This design comes from an exercise in tuning for small area and a short achievable clock period on the open sky130 flow, not from production work.
The RTL was checked by simulation tests, not by an equivalence proof against the original design.

## flow/design.v (module list and top-level ports; edited modules follow where they fit)
// module real48_addsub: 47 lines
// module real48_mul: 13 lines
// module real48_div_rows: 67 lines
// module real48_fa: 10 lines
// module real48_ha: 9 lines
// module real48_mul_core: 1728 lines
// module fp_format_converter: 270 lines
module fp_format_converter (
    input  wire        clk,
    input  wire        rst,
    input  wire        req_valid,
    input  wire [4:0]  req_op,
    input  wire [63:0] req_a,
    input  wire [63:0] req_b,
    output reg         rsp_valid,
    output reg  [2:0]  rsp_status,
    output reg  [63:0] rsp_data,
    output reg         rsp_flush
);
  // ...
==> flow/run.sh <==
#!/bin/bash
# synth_recipe.tcl (not shown) runs the flow's synth.tcl, then flattens the netlist and writes it again
# the make line also repeats each setting of config.mk as NAME=value (left out here)
make -C /OpenROAD-flow-scripts/flow DESIGN_CONFIG=/design/flow/config.mk WORK_HOME=/design/flow/orfs CLKGATE_MAP_FILE= SYNTH_SCRIPT=/design/flow/synth_recipe.tcl finish
==> flow/config.mk <==
export PLATFORM = sky130hd
export DESIGN_NAME = fp_format_converter
export DESIGN_NICKNAME = fp_format_converter
export VERILOG_FILES = /design/flow/design.v
export SDC_FILE = /design/flow/constraint.sdc
export NUM_CORES = 4
export LEC_CHECK = 0
export CAP_MARGIN = 20
export CORE_MARGIN = 2
export CORE_UTILIZATION = 35
export PLACE_DENSITY = 0.5
export SLEW_MARGIN = 20
==> flow/constraint.sdc <==
create_clock -name core_clock -period 110.0 [get_ports {clk}]
set_input_delay 22.0000 -clock core_clock [delete_from_list [all_inputs] [get_ports {clk}]]
set_output_delay 22.0000 -clock core_clock [all_outputs]
set_load 0.01 [all_outputs]
==> summary.md, run 1 <==
| Metric | Value |
|---|---|
| Clock latency on the worst-skew pair | approximately 0.9 ns |
| Critical-path top delay cell | clkdlybuf4s50_1 |
| Dpl cell area | 156000 sq um |
| CORE AREA | between 400000 and 500000 sq um |
| Final Cell Area | ~160000 sq um |
| Critical Path Source Type | register |
| Largest family of logic cells by synthesized area | adder cells |
| Initial Util | about a third |
| Slew margin rel. | 13.3% |
| Max-Cap Viols | 0 |
| Final clock-cell share | under 10% |
| Root buf cell | clkbuf_16 |
| Util after Layout | around two fifths |
| Number of hold buffers added after CTS | 0 |
| Worst Path Max Fanout | 1 |
| Via Count | about 130k |
| CP Data Required Time | 88.00 ns |
| Fmax | 42.0 MHz |
| GR Util met3 | 5.63% |
| Xor/xnor cell area share of the yosys netlist | about an eighth |
| Met1 usage | a little over a third |
| Setup WS pre-CTS | 87.10 ns |
| Family with the most delay on the worst path | buffers and inverters |
| Maximum clock path buffer count | 4 |
| Port bufs | approximately 190 |
| Status | timing/DRC/antenna clean |
| WP buf/inv | 1 |
| CTS tree | done |
| Met2 routed WL | ~270000 um |
| Via-to-Cell Ratio | 5.79 |
| Post-Syn Area | between 100000 and 150000 sq um |
| Crit Path Category | reg -> out |
| RSZ-0062 raised after global routing | no |
| Hold path depth | 0 |
| Reg clk slew, reported paths | about 0.06 ns |
| Antenna viol nets, final | 0 |
| GR peak layer | met2 |
| Syn_nets | a little under 20000 |
==> run 2, diff against run 1 <==
--- a/flow/config.mk
+++ b/flow/config.mk
@@ -7,2 +7,3 @@
 export LEC_CHECK = 0
+export ABC_AREA = 1
 export CAP_MARGIN = 20
==> summary.md, run 2 <==
| Metric | Value |
|---|---|
| Total routed wirelength | 595000 um |
| Synth top area share | a little under a quarter |
| Critical-path top delay cell | clkdlybuf4s50_1 |
| Largest Register | stg.pay |
| Largest net degree at the start of global routing | just under 80 |
| GR Util met3 | 6.17% (+0.54 points) |
| Grt met2 use | ~44% |
| Least-Margin Pin Slew | around 1.2 ns |
| First-pass DRT Iterations | 9 |
| Maximum clock path buffer count | 4 (unchanged) |
| Fin. max-slew vios | 0 |
| DRC violations left | 0 |
| Commonest cells after routing, fill and taps aside | inv_1, nand2_1, xor2_1 |
| Met1 usage | 34.5% (-1.1 points) |
| DP HPWL | between 400000 and 500000 um |
| Reg2reg start | stg[3].ys[36]$_DFF_P_ |
| CTS tree | done |
| WP buf/inv | 1 (unchanged) |
| Die W | 645 um |
| Worst R2R End | stg[4].ys[21]$_DFF_P_ |
| I/O pin total | between 200 and 250 |
| Max reg flops | 490 |
| EDFF count, synth | 0 |
| PostCTS Resize Cnt | 0 |
| Initial Util | 35.1% (-0.084 points) |
| Fmax | 42.1 MHz (+0.22%) |
| Seq cells post-synth | between 1000 and 1500 |
| Via-to-Cell Ratio | 5.48 (-5.3%) |
| Syn_nets | 20700 (+5.6%) |
| Max-Cap Viols | 0 (unchanged) |
| Number of hold buffers added after CTS | 0 (unchanged) |
| Initial antenna violation count | 37 |
| Layout cells sized above 1 | under 10% |
| Root buf cell | clkbuf_16 |
| Leading area contributor after synthesis | fa_1 |
| Hold path depth | 0 (unchanged) |
| Die Footprint | 416000 sq um |
| Period utilization | 21.6% |
| Slew margin rel. | 16.3% (+3.0 points) |
| Synth unique cells | 84 |
| Hold Crit Start | stg[4].pay[41]$_DFF_P_ |
| Post-Syn Area | 144000 sq um (-2.9%) |
| Seq/Total Area, Yosys | between 10% and 20% |
| 1st-iter DRT viols | 12000 |
| TritonCTS Buffers | ~140 |
| Cell Chain, Critical Path | clkdlybuf4s50_1 |
| Reg2reg path depth | between 100 and 150 |
| Ys async rst share | 0% |
| Antenna viol nets, final | 0 (unchanged) |
| Reg clk slew, reported paths | 0.06 ns (about the same) |
| Family with the most delay on the worst path | buffers and inverters |
| Final hold violations | 0 |
| Fin nets | between 20000 and 25000 |
| Htree depth | 4 |
| Largest registers | stg.pay x490, stg.ys x205, stg.yc x195 |
| Mean post-synth cell area | 8.05 sq um |
| GR peak layer | met2 |
| CP Data Required Time | 88.00 ns (about the same) |
| Clock skew | between 0.1 and 0.15 ns |
| Most common cell after layout, fill and taps aside | inv_1 |
| Most frequent cell after synthesis | inv_1 |
| Total Routing Usage GR | between 20% and 30% |
| Area Growth Syn to Fin | 8.98% |
| First-pass GRT wire length | approximately 860000 um |
| WL/cell | ~26 um |
| # setup viols final | 0 |
| Worst Hold End | stg[5].pay[56]$_DFF_P_ |
| Worst hold path class | reg -> reg |
| Worst Path Max Fanout | 1 (unchanged) |
| CORE AREA | 410000 sq um (-2.7%) |
| Crit Path Category | reg -> out |
| Leading register cell type out of synthesis | dfxtp_1 |
| Routability cong. | about 1.0 |
| Yosys warns | 5 |
| Status | timing/DRC/antenna clean |
| Total grt overflow | 0 |
| TNS Setup | 0 ns |
| Fin crit period | roughly 24 ns |
| Clock latency on the worst-skew pair | 0.91 ns (about the same) |
| Die outline height | roughly 650 um |
| Post-synth top cells | inv_1, nand2_1, xor2_1 |
| Row Count | 235 |
| Largest cells by area after synthesis | fa_1, dfxtp_1, xor2_1 |
| Critical Path Source Type | register |
| CP arrival | between 1.5 and 2 ns |
| Clk sinks | around 1200 |
| Port bufs | 188 (unchanged) |
| Synth Instances | between 15000 and 20000 |
| CP max stage delay | ~0.54 ns |
| Worst setup EP type | output pin |
| Flop2flop setup slack | around 87 ns |
| Vias in the first global route | around 130k |
| Via Count | 127000 (-0.088%) |
| Dpl cells | 22900 |
| Fin cells | approximately 23000 |
| Post-CTS Setup Bufs | 0 |
| RSZ-0062 raised after global routing | no |
==> run 2: through the flow <==
| step | cell area (sq um) | setup slack (ns) | utilization [%] | hold WS (ns) |
|---|---|---|---|---|
| global placement | 152000 | 87.14 | 37.1 | 0.311 |
| finish | 157000 | 86.25 | 38.3 | 0.278 |
| CTS | 157000 | 86.17 | 38.3 | 0.271 |
| global route | 157000 | 85.42 | 38.3 | 0.288 |
| floorplan | 144000 | 87.61 | - | 0.310 |
| detailed placement | 152000 | 87.13 | 37.1 | 0.312 |
==> run 2: cell type report <==
type                    count  area, sq um
repair buffers            598         4980
inverters                3269        12300
clock inverters            82         1010
well taps                5451         6820
multi-input cells       12400       105000
flip-flops and latches   1163        23300
clock buffers             170         3840
fillers                 42700       253000
diodes                     30         75.1
==> run 2: worst max path at each step <==
stage                             from                     to  slack (ns)  cells past startpoint
4_1_cts           rsp_data[39]$_DFF_P_           rsp_data[39]       86.17                      1
5_1_grt         stg[4].pay[98]$_DFF_P_  stg[5].ys[38]$_DFF_P_       85.42                    110
3_5_place_dp                 req_b[38]         b1[38]$_DFF_P_       87.13                      1
6_report       rsp_data[58]$_SDFF_PP0_           rsp_data[58]       86.25                      1
3_3_place_gp                 req_b[38]         b1[38]$_DFF_P_       87.14                      1
2_1_floorplan                      rst   rsp_valid$_SDFF_PP0_       87.61                      2
==> run 2: kinds of logic after synthesis <==
kind of cell | count (synthesis) | synth area share, %
flops | 1163 | 16.2
mux | 7 | 0.0522
compound gates | 3497 | 14.7
xor+xnor | 2276 | 13.9
buf+inv | 4278 | 11.4
simple gates | 4034 | 12.0
fa+ha+maj | 2632 | 31.8
==> run 2: routing by layer <==
layer  up-vias  routed length [um]
met3      1701               51500
met5         -                 135
met2      6010              263000
met4        20               46100
li1      57500                   -
met1     62100              235000

## static timing again, ports no longer ideal
How much do the figures lean on ideal ports? The routed layouts below were timed once more, with nothing changed but the port constraints.
Step 1 sets driving cells, clkbuf_16 on the clock port and buf_2 on the other inputs (assumed; they add their load-dependent delay and slew).
Step 2, shift: input delay + t, output delay - t, t = (earliest + latest rising clock arrival at the registers) / 2. This alone moves slack from input paths to output paths.
Slacks: ideal ports / drivers / drivers and shift; pairs: ideal ports / drivers.
run	t (ns)	setup slack, ns	worst hold slack (ns)	clock arrival spread, ns	worst register clock-pin slew, ns
run 1	0.968	86.195 / 86.079 / 87.048	0.225 / 0.225 / 0.225	0.117 / 0.117	0.07 / 0.07
run 2	0.958	86.248 / 86.135 / 87.092	0.278 / 0.278 / 0.278	0.124 / 0.125	0.09 / 0.09
After both steps every run listed still meets setup and hold.
